Context: an optimization exercise on an open-source flow, tuned for small area, a short achievable clock period and few clock cycles per item. The choices shown serve that exercise and are no tape-out recipe.
Where RTL was checked, it was by simulation tests only, not by an equivalence proof against the original.
Power is estimated from default activity; no workload was simulated.

==> module seq_index, before the edit <==
module seq_index (
    input  wire        clk,
    input  wire        rst,
    input  wire        in_valid,
    output wire        in_ready,
    input  wire [31:0] in_block,
    input  wire [31:0] in_num,
    input  wire [31:0] in_den,
    input  wire [12:0] in_len,
    output wire        out_valid,
    input  wire        out_ready,
    output wire [11:0] out_index
);
    reg         rdy;                   
    reg         ov;                    
    reg  [11:0] oidx;
    reg         busy1;                 
    reg         fast;                  
    reg  [5:0]  pos;                   
    reg         started;               
    reg  [31:0] scan;                  
    reg  [15:0] c1, r1;                 
    wire        e = (c1 >= 16'd22050);   
    reg  [31:0] c2, r2;                
    reg  [11:0] c3, M;
    reg  [31:0] den;
    reg  [12:0] len;
    reg         t2v, t2ph, t2sw, t2fin, t2b, t2f;
    reg  [1:0]  t2d;
    reg  [4:0]  t2q;
    reg         t3v, t3ph, t3sw, t3fin, t3b;
    reg  [1:0]  t3d;
    wire stall = t3v & t3fin & ov;
    wire        ph1     = pos[5];
    wire        fa      = fast & ~ph1;                
    wire [4:0]  ppos    = pos[4:0];
    wire        z16     = (scan[31:16] == 16'd0);
    wire        z8      = (scan[31:24] == 8'd0);
    wire        can16   = ~started & z16 & (ppos <= 5'd16);
    wire        can8    = ~started & z8  & (ppos <= 5'd24);
    wire        skip    = can16 | can8;
    wire [5:0]  inc     = can16 ? 6'd16 : can8 ? 6'd8 : fa ? 6'd4 : 6'd1;
    wire [5:0]  pos_n   = pos + inc;
    wire        sw1     = (pos_n[5] != pos[5]);       
    wire        fin1    = sw1 & ph1;
    wire [14:0] s1r;
    wire [15:0] f1r;
    wire [1:0]  s1d;
    wire [4:0]  f1q;
    si_step1 u1 (.r(r1[14:0]), .c(scan[31] ? c1 : 16'd0), .off(scan[31] & e),
                 .rn(s1r), .q(s1d));
    si_fast uf (.r(r1), .v(scan[31:28]), .rn(f1r), .q(f1q));
    wire [15:0] r1_n = fa ? f1r : {1'b0, s1r};
    wire [31:0] s2r;
    wire [1:0]  s2d;
    si_step #(.WR(32), .WM(32), .WX(34)) u2 (
        .r(r2), .c(((t2b & t2ph) ? c2 : 32'd0) | {27'd0, t2q}),
        .da(t2d[1] | (t2f & t2sw & e)), .db(t2d[1] | t2d[0]), .m(den),
        .rn(s2r), .q(s2d));
    wire [4:0]  acc_lo  = {1'b0, r2[3:0]} + {1'b0, t2q[4:1]};
    wire [23:0] acc_hi  = r2[27:4] + acc_lo[4];
    wire [31:0] acc     = {acc_hi, acc_lo[3:0], t2q[0], 3'd0};
    wire        t2acc   = t2f & ~t2sw;               
    wire [11:0] s3r;
    si_step #(.WR(12), .WM(13), .WX(15)) u3 (
        .r(M), .c((t3b & t3ph) ? {1'b0, c3} : 13'd0),
        .da(t3d[1]), .db(t3d[1] | t3d[0]), .m(len),
        .rn(s3r), .q());
    wire fin3    = t3v & t3fin & ~ov;           
    wire busy1_n = rdy ? in_valid : (busy1 & ~fin1);
    wire t2v_n   = busy1;
    wire t3v_n   = stall ? t3v : t2v;
    wire t3fin_n = stall ? t3fin : t2fin;
    wire ov_n    = fin3 | (ov & ~out_ready);
    wire rdy_n   = ~busy1_n & ~t2v_n & (~t3v_n | (t3fin_n & ~ov_n));
    wire fast_in = (in_den[31:26] != 6'd0) |
                   ((in_num[31:28] == 4'd0) & (in_den[31:22] != 10'd0)) |
                   ((in_num[31:24] == 8'd0) & (in_den[31:18] != 14'd0)) |
                   ((in_num[31:20] == 12'd0) & (in_den[31:14] != 18'd0)) |
                   ((in_num[31:16] == 16'd0) & (in_den[31:10] != 22'd0));
    always @(posedge clk) begin
        if (rst) begin
            rdy   <= 1'b1;
            ov    <= 1'b0;
            busy1 <= 1'b0;
            t2v   <= 1'b0;
            t3v   <= 1'b0;
        end else begin
            rdy   <= rdy_n;
            ov    <= ov_n;
            busy1 <= busy1_n;
            t2v   <= t2v_n;
            t3v   <= t3v_n;
        end
    end
    always @(posedge clk) begin
        if (fin3) oidx <= s3r;
        if (!stall) begin
            M     <= (t3v & t3sw) ? 12'd0 : s3r;
            t3ph  <= t2v & t2ph;
            t3sw  <= t2sw;
            t3fin <= t2fin;
            t3b   <= t2v & t2b;
            t3d   <= (t2v & ~t2acc) ? s2d : 2'd0;
        end
        if (t3v & t3sw & ~t3fin) c3 <= s3r;
        r2 <= (t2v & t2sw) ? 32'd0 : t2acc ? acc : s2r;
        if (t2v & t2sw & ~t2fin) c2 <= s2r;
        t2ph  <= busy1 & ph1;
        t2sw  <= busy1 & sw1;
        t2fin <= busy1 & fin1;
        t2b   <= busy1 & ~fa & scan[31];
        t2d   <= (busy1 & ~fa) ? s1d : 2'd0;
        t2f   <= busy1 & fa;
        t2q   <= (busy1 & fa) ? f1q : 5'd0;
        pos   <= pos_n;
        scan  <= sw1   ? c2 :
                 can16 ? {scan[15:0], 16'd0} :
                 can8  ? {scan[23:0], 8'd0} :
                 fa    ? {scan[27:0], 4'd0} :
                         {scan[30:0], 1'b0};
        r1    <= sw1 ? 16'd0 : r1_n;
        if (~skip) started <= 1'b1;
        if (sw1) begin
            started <= 1'b0;
            c1      <= r1_n;
        end
        if (rdy) begin
            fast    <= fast_in;
            pos     <= 6'd0;
            started <= 1'b0;
            scan    <= in_num;
            c2      <= in_block;
            c1      <= 16'd907;
            r1      <= 16'd0;
            r2      <= 32'd0;
            M       <= 12'd0;
            den     <= in_den;
            len     <= in_len;
        end
    end
    assign in_ready  = rdy;
    assign out_valid = ov;
    assign out_index = oidx;
endmodule
clock: 16.0 ns
lec_check: 0
cap_margin: 20
core_margin: 2
core_utilization: 40
slew_margin: 20
standard.sh (not shown) runs the stock make flow with config.mk's settings and CLKGATE_MAP_FILE= SYNTH_SCRIPT=/design/flow/synth_recipe.tcl, a recipe that flattens the netlist after the stock synthesis.
==> flow/flow/run.sh <==
#!/bin/bash
set -euo pipefail
bash standard.sh SETUP_SLACK_MARGIN=11.5 finish > standard_finish.log 2>&1
Then changed:
--- a/flow/design.v
+++ b/flow/design.v
@@ -100,7 +100,7 @@
     reg  [31:0] c2, r2;                
     reg  [11:0] c3, M;
     reg  [31:0] den;
-    reg  [12:0] len;
+    reg  [12:0] len, len3;            
     reg         t2v, t2ph, t2sw, t2fin, t2b, t2f;
     reg  [1:0]  t2d;
     reg  [4:0]  t2q;
@@ -140,7 +140,7 @@
     wire [11:0] s3r;
     si_step #(.WR(12), .WM(13), .WX(15)) u3 (
         .r(M), .c((t3b & t3ph) ? {1'b0, c3} : 13'd0),
-        .da(t3d[1]), .db(t3d[1] | t3d[0]), .m(len),
+        .da(t3d[1]), .db(t3d[1] | t3d[0]), .m(len3),
         .rn(s3r), .q());
     wire fin3    = t3v & t3fin & ~ov;           
     wire busy1_n = rdy ? in_valid : (busy1 & ~fin1);
@@ -148,7 +148,10 @@
     wire t3v_n   = stall ? t3v : t2v;
     wire t3fin_n = stall ? t3fin : t2fin;
     wire ov_n    = fin3 | (ov & ~out_ready);
-    wire rdy_n   = ~busy1_n & ~t2v_n & (~t3v_n | (t3fin_n & ~ov_n));
+    wire t2fin_n = busy1 & fin1;
+    wire rdy_n   = ~busy1_n &
+                   ((~t2v_n & (~t3v_n | (t3fin_n & ~ov_n))) |
+                    (t2v_n & t2fin_n & ~ov_n & ~(t3v_n & t3fin_n)));
     wire fast_in = (in_den[31:26] != 6'd0) |
                    ((in_num[31:28] == 4'd0) & (in_den[31:22] != 10'd0)) |
                    ((in_num[31:24] == 8'd0) & (in_den[31:18] != 14'd0)) |
@@ -172,7 +175,7 @@
     always @(posedge clk) begin
         if (fin3) oidx <= s3r;
         if (!stall) begin
-            M     <= (t3v & t3sw) ? 12'd0 : s3r;
+            M     <= (~t3v | t3sw) ? 12'd0 : s3r;
             t3ph  <= t2v & t2ph;
             t3sw  <= t2sw;
             t3fin <= t2fin;
@@ -180,8 +183,9 @@
             t3d   <= (t2v & ~t2acc) ? s2d : 2'd0;
         end
         if (t3v & t3sw & ~t3fin) c3 <= s3r;
-        r2 <= (t2v & t2sw) ? 32'd0 : t2acc ? acc : s2r;
+        r2 <= (~t2v | t2sw) ? 32'd0 : t2acc ? acc : s2r;
         if (t2v & t2sw & ~t2fin) c2 <= s2r;
+        len3  <= len;
         t2ph  <= busy1 & ph1;
         t2sw  <= busy1 & sw1;
         t2fin <= busy1 & fin1;
@@ -210,7 +214,6 @@
             c1      <= 16'd907;
             r1      <= 16'd0;
             r2      <= 32'd0;
-            M       <= 12'd0;
             den     <= in_den;
             len     <= in_len;
         end
After rerunning: The changed run passed the timing, DRC and antenna checks. First-iteration DRC count went down by 8.7%. Cell area increases by 3.9%. Flip-flop and latch count grows by 13. Fmax went up by about 2.8%. Cell count went up by about 3%.
Function was not checked in any run of this note: the RTL went through the layout flow alone.

---

== run A ==
The RTL this note starts from:
==> flow/design.v <==
module si_step #(parameter WR = 32, WM = 32, WX = 34) (
    input  wire [WR-1:0] r,
    input  wire [WM-1:0] c,
    input  wire          da,
    input  wire          db,
    input  wire [WM-1:0] m,
    output wire [WR-1:0] rn,
    output wire [1:0]    q
);
    wire [WX-1:0] a  = {{(WX-WR-1){1'b0}}, r, da};
    wire [WX-1:0] b  = {{(WX-WM){1'b0}}, c};
    wire [WX-1:0] n1 = ~{{(WX-WM){1'b0}}, m};
    wire [WX-1:0] n2 = ~{{(WX-WM-1){1'b0}}, m, 1'b0};
    wire [WX-1:0] s1 = a ^ b ^ n1;
    wire [WX-1:0] k1 = (a & b) | (a & n1) | (b & n1);
    wire [WX-1:0] s2 = a ^ b ^ n2;
    wire [WX-1:0] k2 = (a & b) | (a & n2) | (b & n2);
    wire [WX-1:0] x  = a + b + db;
    wire [WX-1:0] y1 = s1 + {k1[WX-2:0], 1'b1} + db;    
    wire [WX-1:0] y2 = s2 + {k2[WX-2:0], 1'b1} + db;    
    assign q  = !y2[WX-1] ? 2'd2 : !y1[WX-1] ? 2'd1 : 2'd0;
    assign rn = !y2[WX-1] ? y2[WR-1:0] : !y1[WX-1] ? y1[WR-1:0] : x[WR-1:0];
endmodule
module si_step1 (
    input  wire [14:0] r,
    input  wire [15:0] c,
    input  wire        off,
    output wire [14:0] rn,
    output wire [1:0]  q
);
    wire [17:0] a  = {2'b0, r, 1'b0};
    wire [17:0] b  = {2'b0, c};
    wire [17:0] n0 = off ? ~18'd22050 : ~18'd0;
    wire [17:0] n1 = off ? ~18'd44100 : ~18'd22050;
    wire [17:0] n2 = off ? ~18'd66150 : ~18'd44100;
    wire [17:0] s0 = a ^ b ^ n0;
    wire [17:0] k0 = (a & b) | (a & n0) | (b & n0);
    wire [17:0] s1 = a ^ b ^ n1;
    wire [17:0] k1 = (a & b) | (a & n1) | (b & n1);
    wire [17:0] s2 = a ^ b ^ n2;
    wire [17:0] k2 = (a & b) | (a & n2) | (b & n2);
    wire [17:0] y0 = s0 + {k0[16:0], 1'b1};    
    wire [17:0] y1 = s1 + {k1[16:0], 1'b1};    
    wire [17:0] y2 = s2 + {k2[16:0], 1'b1};    
    assign q  = !y2[17] ? 2'd2 : !y1[17] ? 2'd1 : 2'd0;
    assign rn = !y2[17] ? y2[14:0] : !y1[17] ? y1[14:0] : y0[14:0];
endmodule
module si_fast (
    input  wire [15:0] r,
    input  wire [3:0]  v,
    output wire [15:0] rn,
    output reg  [4:0]  q
);
    reg  [15:0] t, sub;
    integer j;
    always @* begin
        t  = 16'd0;
        for (j = 0; j < 16; j = j + 1)
            if (v == j) t = j * 907;
        q = 5'd0;
        sub = 16'd0;
        for (j = 0; j < 128; j = j + 1)
            if (r[15:9] == j) begin
                q   = (j * 8192) / 22050;
                sub = ((j * 8192) / 22050) * 22050;
            end
    end
    wire [15:0] a  = {r[11:0], 4'd0};
    wire [15:0] n  = ~sub;
    wire [15:0] s  = a ^ t ^ n;
    wire [15:0] k  = (a & t) | (a & n) | (t & n);
    wire [15:0] d  = s + {k[14:0], 1'b1};
    assign rn = d;
endmodule
module seq_index (
    input  wire        clk,
    input  wire        rst,
    input  wire        in_valid,
    output wire        in_ready,
    input  wire [31:0] in_block,
    input  wire [31:0] in_num,
    input  wire [31:0] in_den,
    input  wire [12:0] in_len,
    output wire        out_valid,
    input  wire        out_ready,
    output wire [11:0] out_index
);
    reg         rdy;                   
    reg         ov;                    
    reg  [11:0] oidx;
    reg         busy1;                 
    reg         fast;                  
    reg  [5:0]  pos;                   
    reg         started;               
    reg  [31:0] scan;                  
    reg  [15:0] c1, r1;                 
    wire        e = (c1 >= 16'd22050);   
    reg  [31:0] c2, r2;                
    reg  [11:0] c3, M;
    reg  [31:0] den;
    reg  [12:0] len, len3;            
    reg         t2v, t2ph, t2sw, t2fin, t2b, t2f, t2g;
    reg  [1:0]  t2d;
    reg  [4:0]  t2q;
    reg         t3v, t3ph, t3sw, t3fin, t3b;
    reg  [1:0]  t3d;
    wire stall = t3v & t3fin & ov;
    wire        ph1     = pos[5];
    wire        fa      = fast & ~ph1;                
    wire [4:0]  ppos    = pos[4:0];
    wire        z16     = (scan[31:16] == 16'd0);
    wire        z8      = (scan[31:24] == 8'd0);
    wire        can16   = ~started & z16 & (ppos <= 5'd16);
    wire        can8    = ~started & z8  & (ppos <= 5'd24);
    wire        can4    = ~started & (scan[31:28] == 4'd0) & (ppos <= 5'd28);
    wire        skip    = can16 | can8 | can4;
    wire [5:0]  inc     = can16 ? 6'd16 : can8 ? 6'd8 : (can4 | fa) ? 6'd4 : 6'd1;
    wire [5:0]  pos_n   = pos + inc;
    wire        sw1     = (pos_n[5] != pos[5]);       
    wire        fin1    = sw1 & ph1;
    wire        nz16    = (in_num[31:16] == 16'd0);
    wire        c2z16   = (c2[31:16] == 16'd0);
    wire [14:0] s1r;
    wire [15:0] f1r;
    wire [1:0]  s1d;
    wire [4:0]  f1q;
    si_step1 u1 (.r(r1[14:0]), .c(scan[31] ? c1 : 16'd0), .off(scan[31] & e),
                 .rn(s1r), .q(s1d));
    si_fast uf (.r(r1), .v(scan[31:28]), .rn(f1r), .q(f1q));
    wire [15:0] r1_n = fa ? f1r : {1'b0, s1r};
    wire [31:0] s2r;
    wire [1:0]  s2d;
    si_step #(.WR(32), .WM(32), .WX(34)) u2 (
        .r(r2), .c((t2g ? c2 : 32'd0) | {27'd0, t2q}),
        .da(t2d[1] | (t2f & t2sw & e)), .db(t2d[1] | t2d[0]), .m(den),
        .rn(s2r), .q(s2d));
    wire [4:0]  acc_lo  = {1'b0, r2[3:0]} + {1'b0, t2q[4:1]};
    wire [23:0] acc_hi  = r2[27:4] + acc_lo[4];
    wire [31:0] acc     = {acc_hi, acc_lo[3:0], t2q[0], 3'd0};
    wire        t2acc   = t2f & ~t2sw;               
    wire [11:0] s3r;
    si_step #(.WR(12), .WM(13), .WX(15)) u3 (
        .r(M), .c((t3b & t3ph) ? {1'b0, c3} : 13'd0),
        .da(t3d[1]), .db(t3d[1] | t3d[0]), .m(len3),
        .rn(s3r), .q());
    wire fin3    = t3v & t3fin & ~ov;           
    wire busy1_n = rdy ? in_valid : (busy1 & ~fin1);
    wire t2v_n   = busy1;
    wire t3v_n   = stall ? t3v : t2v;
    wire t3fin_n = stall ? t3fin : t2fin;
    wire ov_n    = fin3 | (ov & ~out_ready);
    wire t2fin_n = busy1 & fin1;
    wire rdy_n   = ~busy1_n &
                   ((~t2v_n & (~t3v_n | (t3fin_n & ~ov_n))) |
                    (t2v_n & t2fin_n & ~ov_n & ~(t3v_n & t3fin_n)));
    wire fast_in = (in_den[31:26] != 6'd0) |
                   ((in_num[31:24] == 8'd0) & (in_den[31:18] != 14'd0)) |
                   ((in_num[31:16] == 16'd0) & (in_den[31:10] != 22'd0));
    always @(posedge clk) begin
        if (rst) begin
            rdy   <= 1'b1;
            ov    <= 1'b0;
            busy1 <= 1'b0;
            t2v   <= 1'b0;
            t3v   <= 1'b0;
        end else begin
            rdy   <= rdy_n;
            ov    <= ov_n;
            busy1 <= busy1_n;
            t2v   <= t2v_n;
            t3v   <= t3v_n;
        end
    end
    always @(posedge clk) begin
        if (fin3) oidx <= s3r;
        if (!stall) begin
            M     <= (~t3v | t3sw) ? 12'd0 : s3r;
            t3ph  <= t2v & t2ph;
            t3sw  <= t2sw;
            t3fin <= t2fin;
            t3b   <= t2v & t2b;
            t3d   <= (t2v & ~t2acc) ? s2d : 2'd0;
        end
        if (t3v & t3sw & ~t3fin) c3 <= s3r;
        r2 <= (~t2v | t2sw) ? 32'd0 : t2acc ? acc : s2r;
        if (t2v & t2sw & ~t2fin) c2 <= s2r;
        len3  <= len;
        t2ph  <= busy1 & ph1;
        t2sw  <= busy1 & sw1;
        t2fin <= busy1 & fin1;
        t2b   <= busy1 & ~fa & scan[31];
        t2d   <= (busy1 & ~fa) ? s1d : 2'd0;
        t2f   <= busy1 & fa;
        t2q   <= (busy1 & fa) ? f1q : 5'd0;
        t2g   <= busy1 & ph1 & scan[31];
        pos   <= (sw1 & ~ph1 & c2z16) ? 6'd48 : pos_n;
        scan  <= sw1   ? (c2z16 ? {c2[15:0], 16'd0} : c2) :
                 can16 ? {scan[15:0], 16'd0} :
                 can8  ? {scan[23:0], 8'd0} :
                 (can4 | fa) ? {scan[27:0], 4'd0} :
                         {scan[30:0], 1'b0};
        r1    <= sw1 ? 16'd0 : r1_n;
        if (~skip) started <= 1'b1;
        if (sw1) begin
            started <= 1'b0;
            c1      <= r1_n;
        end
        if (rdy) begin
            fast    <= fast_in;
            pos     <= nz16 ? 6'd16 : 6'd0;
            started <= 1'b0;
            scan    <= nz16 ? {in_num[15:0], 16'd0} : in_num;
            c2      <= in_block;
            c1      <= 16'd907;
            r1      <= 16'd0;
            r2      <= 32'd0;
            den     <= in_den;
            len     <= in_len;
        end
    end
    assign in_ready  = rdy;
    assign out_valid = ov;
    assign out_index = oidx;
endmodule
==> flow/config.mk <==
export PLATFORM = sky130hd
export DESIGN_NAME = seq_index
export DESIGN_NICKNAME = seq_index
export VERILOG_FILES = /design/flow/design.v
export SDC_FILE = /design/flow/constraint.sdc
export NUM_CORES = 4
export LEC_CHECK = 0
export CAP_MARGIN = 20
export CORE_MARGIN = 2
export CORE_UTILIZATION = 40
export SLEW_MARGIN = 20
==> flow/constraint.sdc <==
create_clock -name core_clock -period 16.0 [get_ports {clk}]
set_input_delay 3.2000 -clock core_clock [delete_from_list [all_inputs] [get_ports {clk}]]
set_output_delay 3.2000 -clock core_clock [all_outputs]
set_load 0.01 [all_outputs]
==> flow/flow/run.sh <==
#!/bin/bash
set -euo pipefail
bash standard.sh SETUP_SLACK_MARGIN=11 finish > standard_finish.log 2>&1
Testbench counts of run A, summed over its fixed seeds: cycles 98,652, items 3,200.
What run B does differently from run A at the input level:
diff --git a/flow/design.v b/flow/design.v
--- a/flow/design.v
+++ b/flow/design.v
@@ -49,14 +49,19 @@
     input  wire [15:0] r,
     input  wire [3:0]  v,
     output wire [15:0] rn,
+    output wire        ge,
     output reg  [4:0]  q
 );
-    reg  [15:0] t, sub;
+    reg  [15:0] t, tf, sub;
     integer j;
     always @* begin
         t  = 16'd0;
+        tf = 16'd0;
         for (j = 0; j < 16; j = j + 1)
-            if (v == j) t = j * 907;
+            if (v == j) begin
+                t  = j * 907;
+                tf = j * 907 - 22050;
+            end
         q = 5'd0;
         sub = 16'd0;
         for (j = 0; j < 128; j = j + 1)
@@ -70,7 +75,11 @@
     wire [15:0] s  = a ^ t ^ n;
     wire [15:0] k  = (a & t) | (a & n) | (t & n);
     wire [15:0] d  = s + {k[14:0], 1'b1};
+    wire [15:0] s1 = a ^ tf ^ n;
+    wire [15:0] k1 = (a & tf) | (a & n) | (tf & n);
+    wire [15:0] d1 = s1 + {k1[14:0], 1'b1};
     assign rn = d;
+    assign ge = ~d1[15];
 endmodule
 module seq_index (
     input  wire        clk,
@@ -93,13 +102,15 @@
     reg  [5:0]  pos;                   
     reg         started;               
     reg  [31:0] scan;                  
-    reg  [15:0] c1, r1;                 
-    wire        e = (c1 >= 16'd22050);   
+    reg  [14:0] c1, r1;
+    reg  [15:0] rf;                    
+    wire [15:0] c1e = fast ? rf : {1'b0, c1};
+    reg         e;                     
     reg  [31:0] c2, r2;                
     reg  [11:0] c3, M;
     reg  [31:0] den;
     reg  [12:0] len, len3;            
-    reg         t2v, t2ph, t2sw, t2fin, t2b, t2f, t2g;
+    reg         t2v, t2ph, t2sw, t2fin, t2b, t2f, t2e, t2g;
     reg  [1:0]  t2d;
     reg  [4:0]  t2q;
     reg         t3v, t3ph, t3sw, t3fin, t3b;
@@ -118,21 +129,19 @@
     wire [5:0]  pos_n   = pos + inc;
     wire        sw1     = (pos_n[5] != pos[5]);       
     wire        fin1    = sw1 & ph1;
-    wire        nz16    = (in_num[31:16] == 16'd0);
-    wire        c2z16   = (c2[31:16] == 16'd0);
     wire [14:0] s1r;
     wire [15:0] f1r;
+    wire        f1ge;
     wire [1:0]  s1d;
     wire [4:0]  f1q;
-    si_step1 u1 (.r(r1[14:0]), .c(scan[31] ? c1 : 16'd0), .off(scan[31] & e),
+    si_step1 u1 (.r(r1), .c(scan[31] ? c1e : 16'd0), .off(scan[31] & e),
                  .rn(s1r), .q(s1d));
-    si_fast uf (.r(r1), .v(scan[31:28]), .rn(f1r), .q(f1q));
-    wire [15:0] r1_n = fa ? f1r : {1'b0, s1r};
+    si_fast uf (.r(rf), .v(scan[31:28]), .rn(f1r), .ge(f1ge), .q(f1q));
     wire [31:0] s2r;
     wire [1:0]  s2d;
     si_step #(.WR(32), .WM(32), .WX(34)) u2 (
         .r(r2), .c((t2g ? c2 : 32'd0) | {27'd0, t2q}),
-        .da(t2d[1] | (t2f & t2sw & e)), .db(t2d[1] | t2d[0]), .m(den),
+        .da(t2d[1] | t2e), .db(t2d[1] | t2d[0]), .m(den),
         .rn(s2r), .q(s2d));
     wire [4:0]  acc_lo  = {1'b0, r2[3:0]} + {1'b0, t2q[4:1]};
     wire [23:0] acc_hi  = r2[27:4] + acc_lo[4];
@@ -192,27 +201,32 @@
         t2d   <= (busy1 & ~fa) ? s1d : 2'd0;
         t2f   <= busy1 & fa;
         t2q   <= (busy1 & fa) ? f1q : 5'd0;
+        t2e   <= busy1 & fa & sw1 & f1ge;
         t2g   <= busy1 & ph1 & scan[31];
-        pos   <= (sw1 & ~ph1 & c2z16) ? 6'd48 : pos_n;
-        scan  <= sw1   ? (c2z16 ? {c2[15:0], 16'd0} : c2) :
+        pos   <= pos_n;
+        scan  <= sw1   ? c2 :
                  can16 ? {scan[15:0], 16'd0} :
                  can8  ? {scan[23:0], 8'd0} :
                  (can4 | fa) ? {scan[27:0], 4'd0} :
                          {scan[30:0], 1'b0};
-        r1    <= sw1 ? 16'd0 : r1_n;
+        r1    <= sw1 ? 15'd0 : s1r;
+        if (fa) rf <= f1r;
         if (~skip) started <= 1'b1;
         if (sw1) begin
             started <= 1'b0;
-            c1      <= r1_n;
+            c1      <= s1r;
+            e       <= fa & f1ge;
         end
         if (rdy) begin
             fast    <= fast_in;
-            pos     <= nz16 ? 6'd16 : 6'd0;
+            pos     <= 6'd0;
             started <= 1'b0;
-            scan    <= nz16 ? {in_num[15:0], 16'd0} : in_num;
+            scan    <= in_num;
             c2      <= in_block;
-            c1      <= 16'd907;
-            r1      <= 16'd0;
+            c1      <= 15'd907;
+            r1      <= 15'd0;
+            rf      <= 16'd0;
+            e       <= 1'b0;
             r2      <= 32'd0;
             den     <= in_den;
             len     <= in_len;
## What came out
- Run B vs run A, adder-cell share of the synthesized area went up by 1.2 points.
- Side by side, share of final layout cell area taken by non-clock buffers turned out lower in run B than in run A.
- Taking run B over run A, the power density relative to cell area ratio works out to 1.10.
- In run B the synthesized netlist cell count turned out 100 higher than in run A.
- Run B vs. run A: multi-input gate share of the layout cell area went down by 0.90 points.
- Going from run A to run B, post-layout instance area grows by 1.1%.
- Switching power, run A and run B, lower one = run A.
- Of run A and run B, the lower fraction of area in registers belongs to run A.
- Per the comparison of run B with run A, HPWL reported at the end of detailed placement dropped 3.9%; largest net degree at the start of global routing dropped 11; vertical die dimension climbed 2.9 µm; routed wire length dropped 3.9%.
Only the layout flow was run in run B; the RTL was not checked for function there.

[port drivers added, routing unchanged]
How much do the figures lean on ideal ports? The routed layouts below were timed once more, with nothing changed but the port constraints. Step 1 (the two cells are an assumption about what drives the block):
set clk [get_ports {clk}]
set_driving_cell -lib_cell sky130_fd_sc_hd__clkbuf_16 $clk
set_driving_cell -lib_cell sky130_fd_sc_hd__buf_2 [delete_from_list [all_inputs] $clk]
Step 2 moves the port delays by t, midway between the first and last clock arrival at a register: inputs arrive t later, outputs are due t later. That takes back most of the time a late clock gives input paths. Three values: no drivers, after step 1, after step 2; two values: the first two.
run | t, ns | setup slack, ns | latest minus earliest clock arrival (ns) | worst data-port slew with drivers (ns) | cell pins on the clock port's net
the first run of note 1 | 0.619 | 11.005 / 11.005 / 10.971 | 0.033 / 0.032 | 0.06 | 1
the second run of note 1 | 0.638 | 11.141 / 11.141 / 10.793 | 0.018 / 0.018 | 0.07 | 1
run A | 0.600 | 11.044 / 11.044 / 10.519 | 0.027 / 0.026 | 0.06 | 1
run B | 0.615 | 11.073 / 11.073 / 10.855 | 0.038 / 0.039 | 0.10 | 1
After both steps every run listed still meets setup and hold. The setup slack of run A, which loses most, moves by 0.000 ns with the drivers and by -0.525 ns with both steps.
